From an optimization exercise on the open Yosys and OpenROAD flow, aimed at small area, a short achievable clock period and few clock cycles per item; shortcuts taken in it are not production practice.
Function was checked by simulation only, so behaviour that the tests miss may differ from the original.
Power figures rest on the tool's default switching activity, not on a simulated workload.

==> flow/design.v <==
module bdgr_dec (
    input  wire        clk,
    input  wire        rst,
    input  wire        start,
    input  wire [15:0] width,
    input  wire [15:0] height,
    input  wire        pred_med,
    output wire        busy,
    output wire        mismatch,
    input  wire        in_valid,
    input  wire [63:0] in_word,
    output wire        in_ready,
    output wire        out_valid,
    output wire [7:0]  out_pix,
    output wire        out_last,
    input  wire        out_ready,
    input  wire [7:0]  up_pix
);
    localparam [2:0] S_IDLE = 3'd0, S_HDR = 3'd1, S_DEC = 3'd2, S_MISM = 3'd3,
                     S_FLUSH = 3'd4;
    reg [2:0]  state;
    reg        mism_r;
    reg        med_r;
    reg [15:0] w_r;
    reg [15:0] cx, cy;        
    reg        dfc, dfr;      
    reg [19:0] t_r;           
    reg [6:0]  q;             
    reg        pv;            
    reg [7:0]  pr;            
    reg [1:0]  pcls;          
    reg        plast;
    reg [7:0]  prev;          
    reg [7:0]  up_prev;       
    reg [2:0] k;              
    always @(*) begin
        if      (pr <= 8'd1)   k = 3'd0;
        else if (pr <= 8'd4)   k = 3'd1;
        else if (pr <= 8'd8)   k = 3'd2;
        else if (pr <= 8'd16)  k = 3'd3;
        else if (pr <= 8'd32)  k = 3'd4;
        else if (pr <= 8'd64)  k = 3'd5;
        else if (pr <= 8'd128) k = 3'd6;
        else                   k = 3'd7;
    end
    wire [6:0] qk = q + 7'd1 + {4'd0, k};     
    wire [6:0] qe = q + 7'd20;                
    reg [10:0] fit84, fit20;
    integer j;
    always @(*) begin
        for (j = 0; j <= 10; j = j + 1) begin
            fit84[j] = (qk <= 84 - j);
            fit20[j] = (qk <= 20 - j);
        end
    end
    wire esc84 = (q <= 7'd64);
    wire esc20 = (q == 7'd0);
    wire [83:0] s  = {in_word, t_r};
    wire [82:0] s6 = q[6] ? {s[82:20], s[83:64]} : s[82:0];
    wire [50:0] s5 = q[5] ? s6[82:32] : s6[50:0];
    wire [34:0] s4 = q[4] ? s5[50:16] : s5[34:0];
    wire [26:0] s3 = q[3] ? s4[34:8]  : s4[26:0];
    wire [22:0] s2 = q[2] ? s3[26:4]  : s3[22:0];
    wire [20:0] s1 = q[1] ? s2[22:2]  : s2[20:0];
    wire [19:0] win = q[0] ? s1[20:1] : s1[19:0];
    reg [3:0] z;              
    integer i;
    always @(*) begin
        z = 4'd11;
        for (i = 10; i >= 0; i = i - 1)
            if (win[i]) z = i[3:0];
    end
    wire esc = ~|win[10:0];
    wire [14:0] u3   = {win[15:11], z[3] ? win[18:9] : win[10:1]};
    wire [10:0] u2   = z[2] ? u3[14:4] : u3[10:0];
    wire [8:0]  u1   = z[1] ? u2[10:2] : u2[8:0];
    wire [7:0]  rest = z[0] ? u1[8:1]  : u1[7:0];
    wire [7:0]  m    = rest & ((8'd1 << k) - 8'd1);
    wire [14:0] rq   = ({11'd0, z} << k) | {7'd0, m};
    wire [7:0]  r    = esc ? win[19:12] : rq[7:0];
    wire have = in_valid ? (|(win[10:0] & fit84) | (esc & esc84))
                         : (|(win[10:0] & fit20) | (esc & esc20));
    wire last_col = (cx == 16'd1);
    wire last_row = (cy == 16'd1);
    wire last_sym = last_col & last_row;
    wire [7:0] v;
    bdgr_dec_pix u_pix (.pr(pr), .prev(prev), .up_pix(up_pix), .up_prev(up_prev),
                        .pcls(pcls), .v(v));
    wire flush_word = (q > 7'd20);            
    assign busy      = (state != S_IDLE);
    assign mismatch  = mism_r;
    assign in_ready  = ((state == S_DEC) & q[6]) | (state == S_MISM) |
                       ((state == S_FLUSH) & flush_word);
    assign out_valid = pv & ((state != S_FLUSH) | ~flush_word | in_valid);
    assign out_pix   = v;
    assign out_last  = plast;
    wire hdr_ok   = (in_word[15:0] == cx) & (in_word[31:16] == cy);
    wire dec_on   = (state == S_DEC) | ((state == S_HDR) & hdr_ok);
    wire take     = in_valid & in_ready;
    wire out_fire = out_valid & out_ready;
    wire dec_fire = dec_on & have & (~pv | out_ready);
    wire [6:0] qa = dec_fire ? (esc ? qe : qk + {3'd0, z}) : q;
    always @(posedge clk) begin
        if (rst) begin
            state  <= S_IDLE;
            mism_r <= 1'b0;
            pv     <= 1'b0;
        end else begin
            if (dec_fire) begin
                pv    <= 1'b1;
                pr    <= r;
                pcls  <= (~med_r | dfr) ? 2'd0 : (dfc ? 2'd1 : 2'd2);
                plast <= last_sym;
            end else if (out_fire) begin
                pv    <= 1'b0;
            end
            if (out_fire) begin
                prev    <= v;
                up_prev <= up_pix;
            end
            if (dec_fire) begin
                if (last_col) begin
                    cx  <= w_r;
                    cy  <= cy - 16'd1;
                    dfc <= 1'b1;
                    dfr <= 1'b0;
                end else begin
                    cx  <= cx - 16'd1;
                    dfc <= 1'b0;
                end
            end
            if ((state == S_DEC) | (state == S_HDR))
                q <= {qa[6] & ~take, qa[5:0]};
            else if (take)
                q <= 7'd0;
            if (take)
                t_r <= in_word[63:44];
            case (state)
                S_IDLE: begin
                    if (start) begin
                        state  <= S_HDR;
                        mism_r <= 1'b0;
                        med_r  <= pred_med;
                        w_r    <= width;
                        cx     <= width;
                        cy     <= height;
                        dfc    <= 1'b1;
                        dfr    <= 1'b1;
                        prev   <= 8'd0;
                        pr     <= 8'd255;
                        q      <= 7'd52;
                    end
                end
                S_HDR: begin
                    if (dec_fire & last_sym)
                        state <= S_FLUSH;
                    else if (in_valid)
                        state <= hdr_ok ? S_DEC : S_MISM;
                end
                S_MISM: begin
                    if (in_valid) begin
                        mism_r <= 1'b1;
                        state  <= S_IDLE;
                    end
                end
                S_DEC: begin
                    if (dec_fire & last_sym)
                        state <= S_FLUSH;
                end
                S_FLUSH: begin
                    if (out_fire & plast)
                        state <= S_IDLE;
                end
                default: state <= S_IDLE;
            endcase
        end
    end
endmodule
module bdgr_dec_pix (
    input  wire [7:0] pr,         
    input  wire [7:0] prev,       
    input  wire [7:0] up_pix,     
    input  wire [7:0] up_prev,    
    input  wire [1:0] pcls,       
    output wire [7:0] v
);
    wire [7:0] d  = pr[0] ? ~{1'b0, pr[7:1]} : {1'b0, pr[7:1]};    
    wire [7:0] na = prev;
    wire [7:0] nb = up_pix;
    wire [7:0] nc = up_prev;
    function [7:0] padd(input [7:0] a, input [7:0] b, input ci);
        reg [7:0] g, p, gg, pp;
        integer i, l;
        begin
            g = a & b;
            p = a ^ b;
            gg = g; pp = p;
            for (l = 1; l < 8; l = l * 2)
                for (i = 7; i >= l; i = i - 1) begin
                    gg[i] = gg[i] | (pp[i] & gg[i-l]);
                    pp[i] = pp[i] & pp[i-l];
                end
            padd[0] = p[0] ^ ci;
            for (i = 1; i < 8; i = i + 1)
                padd[i] = p[i] ^ (gg[i-1] | (pp[i-1] & ci));
        end
    endfunction
    wire [7:0] va = na + d;                   
    wire [7:0] cs = na ^ ~nc ^ d;             
    wire [7:0] cc = (na & ~nc) | (na & d) | (~nc & d);
    wire [7:0] e  = padd(cs, {cc[6:0], 1'b1}, 1'b0);
    wire [7:0] vb = padd(nb, d, 1'b0);        
    wire [7:0] vc = padd(nb, e, 1'b0);        
    function [1:0] cmp8(input [7:0] a, input [7:0] b);
        reg [7:0] l, q;
        reg [3:0] l2, q2;
        reg [1:0] l4, q4;
        integer i;
        begin
            l = ~a & b;
            q = ~(a ^ b);
            for (i = 0; i < 4; i = i + 1) begin
                l2[i] = l[2*i+1] | (q[2*i+1] & l[2*i]);
                q2[i] = q[2*i+1] & q[2*i];
            end
            for (i = 0; i < 2; i = i + 1) begin
                l4[i] = l2[2*i+1] | (q2[2*i+1] & l2[2*i]);
                q4[i] = q2[2*i+1] & q2[2*i];
            end
            cmp8 = {l4[1] | (q4[1] & l4[0]), q4[1] & q4[0]};
        end
    endfunction
    wire [1:0] cab = cmp8(na, nb);
    wire [1:0] ccb = cmp8(nc, nb);
    wire [1:0] cca = cmp8(nc, na);
    wire le_a   = ~cca[1];                    
    wire lt     = cab[1];                     
    wire c_lt_b = ccb[1];                     
    wire c_le_b = ccb[1] | ccb[0];            
    wire med    = pcls[1];
    wire sel_b  = (pcls == 2'd1) | (med & (le_a ^ lt));
    wire sel_c  = med & (le_a ? c_lt_b : ~c_le_b);
    wire sel_a  = ~sel_b & ~sel_c;
    assign v = ({8{sel_a}} & va) | ({8{sel_b}} & vb) | ({8{sel_c}} & vc);
endmodule
Settings: LEC_CHECK=0, ABC_AREA=1, CAP_MARGIN=20, CORE_MARGIN=2, CORE_UTILIZATION=40, SETUP_SLACK_MARGIN=5, SLEW_MARGIN=20, SYNTH_HIERARCHICAL=1, SYNTH_MINIMUM_KEEP_SIZE=0; clock period 12.0 ns.
standard.sh (not shown) runs the stock make flow with config.mk's settings and CLKGATE_MAP_FILE= SYNTH_SCRIPT=/design/flow/synth_recipe.tcl, a recipe that flattens the netlist after the stock synthesis.
==> flow/flow/run.sh <==
#!/bin/bash
# The standard layout, with plain buf_1 cells as the port buffers (the
# resizer still upsizes them where timing needs it), a clock tree with no
# dummy loads, and timing repair aiming 5.7 ns below the clock period.
set -euo pipefail
export BUFFER_PORTS_ARGS="-buffer_cell sky130_fd_sc_hd__buf_1"
export CTS_ARGS="-sink_clustering_enable -repair_clock_nets -dont_use_dummy_load"
bash standard.sh SETUP_SLACK_MARGIN=5.7 finish > standard.log 2>&1
The starting point completed with no timing, DRC or antenna violations.
Testbench counts at the start, summed over its fixed seeds: cycles 34,277, items 34,030.
Rerun with:
==> flow/flow/run.sh (replaced) <==
#!/bin/bash
# The standard layout, with plain buf_1 cells as the port buffers (the
# resizer still upsizes them where timing needs it), a clock tree with no
# dummy loads, and timing repair aiming 5.5 ns below the clock period.
set -euo pipefail
export BUFFER_PORTS_ARGS="-buffer_cell sky130_fd_sc_hd__buf_1"
export CTS_ARGS="-sink_clustering_enable -repair_clock_nets -dont_use_dummy_load"
bash standard.sh SETUP_SLACK_MARGIN=5.5 finish > standard.log 2>&1
Effect: Maximum frequency fell by 1.1%. Design area fell by 2.4%. Via count fell by 0.42%.
Rerun with:
==> flow/flow/run.sh (replaced) <==
#!/bin/bash
# The standard layout, with plain buf_1 cells as the port buffers (the
# resizer still upsizes them where timing needs it), a clock tree with no
# dummy loads, and timing repair aiming 5.4 ns below the clock period.
set -euo pipefail
export BUFFER_PORTS_ARGS="-buffer_cell sky130_fd_sc_hd__buf_1"
export CTS_ARGS="-sink_clustering_enable -repair_clock_nets -dont_use_dummy_load"
bash standard.sh SETUP_SLACK_MARGIN=5.4 finish > standard.log 2>&1
--- a/flow/config.mk
+++ b/flow/config.mk
@@ -10,3 +10,3 @@
 export CORE_MARGIN = 2
-export CORE_UTILIZATION = 40
+export CORE_UTILIZATION = 50
 export SETUP_SLACK_MARGIN = 5
What happened:
- sequential share of layout area increases by 0.46 points
- maximum frequency is lower by 0.35%
- cell area falls by 1.9%
- power fell by 1.1%
- first-iteration DRC count rose by 39%
- utilization is higher by 10 points
Rerun with:
==> flow/flow/run.sh (replaced) <==
#!/bin/bash
# The standard layout, with plain buf_1 cells as the port buffers (the
# resizer still upsizes them where timing needs it), and a clock tree with
# larger sink clusters and no dummy loads.
set -euo pipefail
export BUFFER_PORTS_ARGS="-buffer_cell sky130_fd_sc_hd__buf_1"
export CTS_ARGS="-sink_clustering_enable -repair_clock_nets -dont_use_dummy_load -sink_clustering_size 30"
bash standard.sh > standard.log 2>&1
--- a/flow/config.mk
+++ b/flow/config.mk
@@ -10,3 +10,3 @@
 export CORE_MARGIN = 2
-export CORE_UTILIZATION = 50
+export CORE_UTILIZATION = 40
 export SETUP_SLACK_MARGIN = 5
The new run finished with timing, DRC and antenna clean.
Register-to-register slack loses 0.06 ns.
Setup slack loses 0.31 ns.
Cell count rose by 2.7%.
Synthesized area does not change.
Routed wire length grows by 4.5%.
Clock power hardly moves.
Synthesized cell count is unchanged.
Power shrinks by 1.8%.
Rerun with:
==> flow/flow/run.sh (replaced) <==
#!/bin/bash
# The standard layout, with plain buf_1 cells as the port buffers (the
# resizer still upsizes them where timing needs it), a clock tree with no
# dummy loads, and timing repair aiming 6.0 ns below the clock period.
set -euo pipefail
export BUFFER_PORTS_ARGS="-buffer_cell sky130_fd_sc_hd__buf_1"
export CTS_ARGS="-sink_clustering_enable -repair_clock_nets -dont_use_dummy_load"
bash standard.sh SETUP_SLACK_MARGIN=6.0 finish > standard.log 2>&1
What happened: The changed run completed without violations. Final area came out higher by a little under a tenth. Global-route usage came out higher by 0.50 points. Utilization came out higher by 3.1 points. Hold slack got worse by 0.0091 ns. Setup slack improved by 0.44 ns. Power came out higher by roughly a tenth.

## separate check: timing with driven ports
No port has a modelled driver above. Below, the same layouts with a new extraction and two added sets of constraints.
Step 1 (the two cells are an assumption about what drives the block):
set clk [get_ports {clk}]
set_driving_cell -lib_cell sky130_fd_sc_hd__clkbuf_16 $clk
set_driving_cell -lib_cell sky130_fd_sc_hd__buf_2 [delete_from_list [all_inputs] $clk]
Step 2, shift: input delay + t, output delay - t, t = (earliest + latest rising clock arrival at the registers) / 2. This alone moves slack from input paths to output paths.
a / b / c = ideal ports / drivers / drivers and shift; a / b = the first two.
run | t, ns | setup WS [ns] | worst hold slack (ns)
the first run | 0.431 | 5.637 / 5.571 / 5.571 | 0.490 / 0.490 / 0.490
the second run | 0.430 | 5.568 / 5.543 / 5.530 | 0.490 / 0.490 / 0.490
the third run | 0.402 | 5.545 / 5.503 / 5.476 | 0.490 / 0.490 / 0.490
the fourth run | 0.430 | 5.236 / 5.214 / 5.214 | 0.490 / 0.490 / 0.490
the fifth run | 0.424 | 5.673 / 5.605 / 5.605 | 0.481 / 0.481 / 0.481
After both steps every run listed still meets setup and hold. The setup slack of the third run, which loses most, moves by -0.042 ns with the drivers and by -0.069 ns with both steps.
